Background: an optimization exercise with open tools, aiming at small area, a short achievable clock period and few clock cycles. Do not read the settings as production practice. The RTL was checked by simulation tests, not by an equivalence proof against the original design.

==> run a: inputs <==
Design modbus_core, start of the top module:
module modbus_core (
    input  wire        clk,
    input  wire        rst,
    input  wire        rx_valid,
    input  wire [7:0]  rx_data,
    input  wire        rx_last,
    output wire        rx_ready,
    output wire        tx_valid,
    output wire [7:0]  tx_data,
    output wire        tx_last,
    input  wire        tx_ready,
    input  wire        host_en,
    input  wire        host_we,
    input  wire [1:0]  host_space,    
    input  wire [4:0]  host_addr,
    input  wire [15:0] host_wdata,
    output wire [15:0] host_rdata
);
    localparam [2:0] K_EXC = 3'd0, K_RDBITS = 3'd1, K_RDREGS = 3'd2,
                     K_ECHO = 3'd3, K_REPORT = 3'd4;
    integer i;
    reg [15:0] hr  [0:31];
    reg [15:0] ir  [0:31];
    reg [15:0] stg [0:31];       
    reg [31:0] hr_v, ir_v;       
    reg [31:0] co, di;
    reg [31:0] co_stg;           
    reg       rx_ready_q;
    reg       q0_v, q1_v;
    reg [8:0] q0, q1;            
    assign rx_ready = rx_ready_q;
    wire       push = rx_valid && rx_ready_q;
    wire [7:0] d    = q0[7:0];
    wire       dl   = q0[8];
    wire       pop;
    always @(posedge clk) begin
        if (rst) begin
            q0_v <= 1'b0; q1_v <= 1'b0; rx_ready_q <= 1'b1;
        end else begin
            if (pop) begin
                if (q1_v) begin
                    q0 <= q1;
                    if (push) q1 <= {rx_last, rx_data};
                    else      q1_v <= 1'b0;
                end else if (push) begin
  ...
Settings: LEC_CHECK=0, CAP_MARGIN=20, CORE_MARGIN=2, CORE_UTILIZATION=40, CTS_CLUSTER_DIAMETER=60, CTS_CLUSTER_SIZE=30, SLEW_MARGIN=20; clock period 12.0 ns.
standard.sh (not shown) runs the stock make flow with config.mk's settings and CLKGATE_MAP_FILE= SYNTH_SCRIPT=/design/flow/synth_recipe.tcl, a recipe that flattens the netlist after the stock synthesis.
==> flow/flow/run.sh <==
#!/bin/bash
set -euo pipefail
bash standard.sh SETUP_SLACK_MARGIN=8 finish > flow.log 2>&1
==> run b (differences from run a) <==
--- a/flow/design.v
+++ b/flow/design.v
@@ -68,11 +68,11 @@
     reg        r_lo;             
     wire xfer;                   
     wire [8:0] n = r_done ? 9'd0 : r_n;    
     wire hr_hi_w = (r_fc == 8'h06 && n == 9'd10) || (r_fc == 8'h10 && n >= 9'd13 && !r_lo);
     wire hr_lo_w = (r_fc == 8'h06 && n == 9'd11) || (r_fc == 8'h10 && n >= 9'd13 &&  r_lo);
-    wire [4:0] hr_a = r_wa;
+    wire [4:0] hr_a = (r_fc == 8'h06) ? r_p1[4:0] : r_wa;
     wire co_single = (r_fc == 8'h05 && n == 9'd11);
     wire co_multi  = (r_fc == 8'h0F && n >= 9'd13 && n < 9'd17);
     wire [1:0] jb  = n[1:0] - 2'd1;        
     wire [7:0] rot = (d << r_p1[2:0]) | (d >> (4'd8 - {1'b0, r_p1[2:0]}));
     wire       cval = (r_p2 == 8'hFF) && (d == 8'h00);
@@ -85,19 +85,13 @@
             if (co_single && r_p1[4:0] == i) co_wen[i] = 1'b1;
             if (co_multi && ((i[4:0] - r_p1[4:0]) >> 3) == jb) co_wen[i] = 1'b1;
         end
     end
     reg        w_v;
-    reg        w_hrw, w_cow;     
-    reg [5:0]  w_ms;             
-    reg [5:0]  w_me;
-    reg [31:0] w_in;             
-    always @(*)
-        for (i = 0; i < 32; i = i + 1)
-            w_in[i] = (i >= w_ms) && (i < w_me);
-    wire conflict = w_v && (((hr_hi_w || hr_lo_w) && w_hrw) ||
-                            ((co_single || co_multi) && w_cow));
+    reg [31:0] w_hrm, w_com;     
+    wire conflict = w_v && (((hr_hi_w || hr_lo_w) && w_hrm[hr_a]) ||
+                            ((co_single || co_multi) && |(co_wen & w_com)));
     wire proc = q0_v && (!r_done || xfer) && !conflict;
     assign pop = proc;
     always @(posedge clk) begin
         if (rst) begin
             r_n <= 9'd0; r_done <= 1'b0; r_over <= 1'b0;
@@ -205,10 +199,14 @@
     end
     wire [6:0] dlen = (dk == K_RDBITS || dk == K_RDREGS) ? 7'd3 + db1[6:0] :
                       (dk == K_ECHO)   ? 7'd6 :
                       (dk == K_REPORT) ? 7'd9 : 7'd3;
     wire [5:0] mend = dsingle ? {1'b0, r_p1[4:0]} + 6'd1 : send[5:0];
+    reg  [31:0] dmask;
+    always @(*)
+        for (i = 0; i < 32; i = i + 1)
+            dmask[i] = (i >= r_p1[5:0]) && (i < mend);
     reg [15:0] w_tid, w_pid;
     reg [7:0]  w_unit, w_b0, w_b1, w_p1, w_p2, w_p3;
     reg [2:0]  w_k;
     reg        w_hdr, w_uok;
     reg [6:0]  w_len;
@@ -227,23 +225,20 @@
     reg [7:0] o_d, s_d;
     assign tx_valid = o_v;
     assign tx_data  = o_d;
     assign tx_last  = o_l;
     wire produce = t_busy && !s_v;
-    reg  t_lastb;                
+    wire t_lastb = (t_idx == t_len + 7'd5);
     wire handoff = w_v && (!t_busy || (produce && t_lastb));
     assign xfer  = r_done && (!w_v || handoff);
-    wire h_rd = host_en && !host_we;
-    wire [4:0]  ra   = t_busy ? raddr : host_addr;
-    wire [1:0]  rs   = t_busy ? rsp : host_space;
-    wire [15:0] hr_r = hr_v[ra] ? hr[ra] : 16'h0000;
-    wire [15:0] ir_r = ir_v[ra] ? ir[ra] : 16'h0000;
-    wire [15:0] word = rs[1] ? (rs[0] ? ir_r : hr_r) : {15'd0, rs[0] ? di[ra] : co[ra]};
+    wire [15:0] hr_r = hr_v[raddr] ? hr[raddr] : 16'h0000;
+    wire [15:0] ir_r = ir_v[raddr] ? ir[raddr] : 16'h0000;
+    wire [15:0] word = rsp[0] ? ir_r : hr_r;
     wire [31:0] sp   = rsp[0] ? di : co;
     wire [63:0] sp2  = {sp, sp} >> raddr;
     wire [7:0]  rot8 = sp2[7:0];
-    assign host_rdata = rd_word;
+    assign host_rdata = rsp[1] ? word : {15'd0, rot8[0]};
     reg [7:0] cmask;
     always @(*)
         for (i = 0; i < 8; i = i + 1)
             cmask[i] = (t_rem > i);
     reg [7:0] nb;    
@@ -280,10 +275,11 @@
                 endcase
             end
         endcase
     end
     wire h_wr = host_en && host_we;
+    wire h_rd = host_en && !host_we;
     reg        hc_v;             
     reg        hc_sp;            
     reg [4:0]  hc_a;
     always @(posedge clk) begin
         if (rst) begin
@@ -297,12 +293,12 @@
                 w_v <= 1'b1;
                 w_tid <= r_tid; w_pid <= r_pid; w_unit <= r_unit;
                 w_b0 <= db0; w_b1 <= db1;
                 w_p1 <= r_p1; w_p2 <= r_p2; w_p3 <= r_p3;
                 w_k <= dk; w_hdr <= dhdr; w_uok <= duok; w_len <= dlen;
-                w_hrw <= dwr_hr; w_cow <= dwr_co;
-                w_ms <= r_p1[5:0]; w_me <= mend;
+                w_hrm <= dwr_hr ? dmask : 32'd0;
+                w_com <= dwr_co ? dmask : 32'd0;
             end else if (handoff) begin
                 w_v <= 1'b0;
             end
             if (!o_v || tx_ready) begin
                 if (s_v) begin
@@ -311,15 +307,14 @@
                     o_v <= produce; o_d <= nb; o_l <= t_lastb;
                 end
             end else if (produce) begin
                 s_v <= 1'b1; s_d <= nb; s_l <= t_lastb;
             end
-            if ((t_busy && t_idx <= 7'd8) || h_rd)
+            if (t_busy && t_idx <= 7'd8)
                 rd_word <= word;
             if (produce) begin
                 t_idx <= t_idx + 7'd1;
-                t_lastb <= (t_idx + 7'd1 == t_len + 7'd5);
                 if (t_lastb) t_busy <= 1'b0;
                 if (t_idx >= 7'd9) begin
                     if (t_k == K_RDREGS) begin
                         if (t_idx[0]) raddr <= raddr + 5'd1;
                         else          rd_word <= word;
@@ -331,34 +326,37 @@
                 end
             end
             if (handoff) begin
                 t_busy <= 1'b1;
                 t_idx <= 7'd0;
-                t_lastb <= 1'b0;
                 t_tid <= w_tid; t_pid <= w_pid; t_unit <= w_unit;
                 t_b0 <= w_b0; t_b1 <= w_b1;
                 t_p1 <= w_p1; t_p2 <= w_p2; t_p3 <= w_p3;
                 t_k <= w_k; t_hdr <= w_hdr; t_uok <= w_uok; t_len <= w_len;
                 t_rem <= w_p3[5:0];
                 raddr <= w_p1[4:0];
                 rsp <= w_b0[1:0] - 2'd1;
             end
+            if (h_rd) begin
+                raddr <= host_addr;
+                rsp <= host_space;
+            end
             hc_v <= h_wr && !host_space[0];
             hc_sp <= host_space[1];
             hc_a <= host_addr;
             if (h_wr && host_space == 2'd1)
                 di[host_addr] <= host_wdata[0];
             if (h_wr && host_space == 2'd3) begin
                 ir[host_addr] <= host_wdata;
                 ir_v[host_addr] <= 1'b1;
             end
             for (i = 0; i < 32; i = i + 1) begin
-                if ((handoff && w_hrw && w_in[i]) || (hc_v && hc_sp && hc_a == i)) begin
+                if ((handoff && w_hrm[i]) || (hc_v && hc_sp && hc_a == i)) begin
                     hr[i] <= stg[i];
                     hr_v[i] <= 1'b1;
                 end
-                if ((handoff && w_cow && w_in[i]) || (hc_v && !hc_sp && hc_a == i))
+                if ((handoff && w_com[i]) || (hc_v && !hc_sp && hc_a == i))
                     co[i] <= co_stg[i];
             end
         end
     end
     wire [7:0] wb_hi = h_wr ? host_wdata[15:8] : d;
==> flow/run.sh (new file) <==
#!/bin/bash
# synth_recipe.tcl (not shown) runs the flow's synth.tcl, then flattens the netlist and writes it again
# the make line also repeats each setting of config.mk as NAME=value (left out here)
make -C /OpenROAD-flow-scripts/flow DESIGN_CONFIG=/design/flow/config.mk WORK_HOME=/design/flow/orfs CLKGATE_MAP_FILE= SYNTH_SCRIPT=/design/flow/synth_recipe.tcl finish
- CTS_CLUSTER_DIAMETER: 60 -> unset
- CTS_CLUSTER_SIZE: 30 -> unset
removed: flow/flow/run.sh
removed: flow/standard.sh
==> impl_metrics.csv <==
group,metric,value,unit
clock_tree,clock_latency,0.89,ns
floorplanning,design.die.area,0.2132,mm2
global_route,globalRouteMet1Util,0.3713,
finish,num-nonclk-buffers,544,
placed_design,preCtsSetupSlack,4.638,ns
finish,antennaDiodeCount,8,
floorplanning,die_width,461.8,um
finish,comb.multi_input.count,2842,
outcome,run_status,"no timing/DRC/antenna violations",
synthesis,synth_enable_flop_cells,1949,
finish,synthToLayoutAreaGrowth,19.20,%
route,wl_met3,35190,um
hold_path,worst_case_hold_path_end_point,"hr[19][5]$_DFFE_PP_",
synthesis,yosys.area_share.adder,0.008897,
That was run a.
==> impl_metrics.csv <==
group,metric,value,unit
finish,synthToLayoutAreaGrowth,14.39,%
floorplanning,design.die.area,0.2197,mm2
synthesis,synth_enable_flop_cells,2004,
global_route,globalRouteMet1Util,0.3558,
floorplanning,die_width,468.8,um
finish,num-nonclk-buffers,290,
finish,comb.multi_input.count,2734,
clock_tree,clock_latency,0.88,ns
route,wl_met3,31590,um
outcome,run_status,"no timing/DRC/antenna violations",
That was run b.
Testbench counts of run a, summed over its fixed seeds: cycles 26,601.
Testbench counts of run b, summed over its fixed seeds: cycles 26,568.

[afterwards: timing with drivers on the ports]
No port has a modelled driver above. Below, the same layouts with a new extraction and two added sets of constraints.
Step 1 assumes that a clkbuf_16 drives the clock port and a buf_2 every other input.
Step 2 times the ports against the registers' clock, not the clock port: input delays grow and output delays shrink by t, the midpoint of the rising clock arrivals with the driver on.
a / b / c = ideal / step 1 / step 2; a / b = the first two.
run	shift t [ns]	setup WS [ns]	clock arrival spread, ns	slew at the worst register clock pin (ns)
run a	0.938	7.592 / 7.646 / 6.708	0.114 / 0.114	0.12 / 0.12
run b	0.947	3.672 / 3.571 / 4.518	0.076 / 0.076	0.07 / 0.07
After both steps every run listed still meets setup and hold. For run a, which loses most, drivers alone change the setup slack by +0.054 ns; drivers and shift together by -0.884 ns.
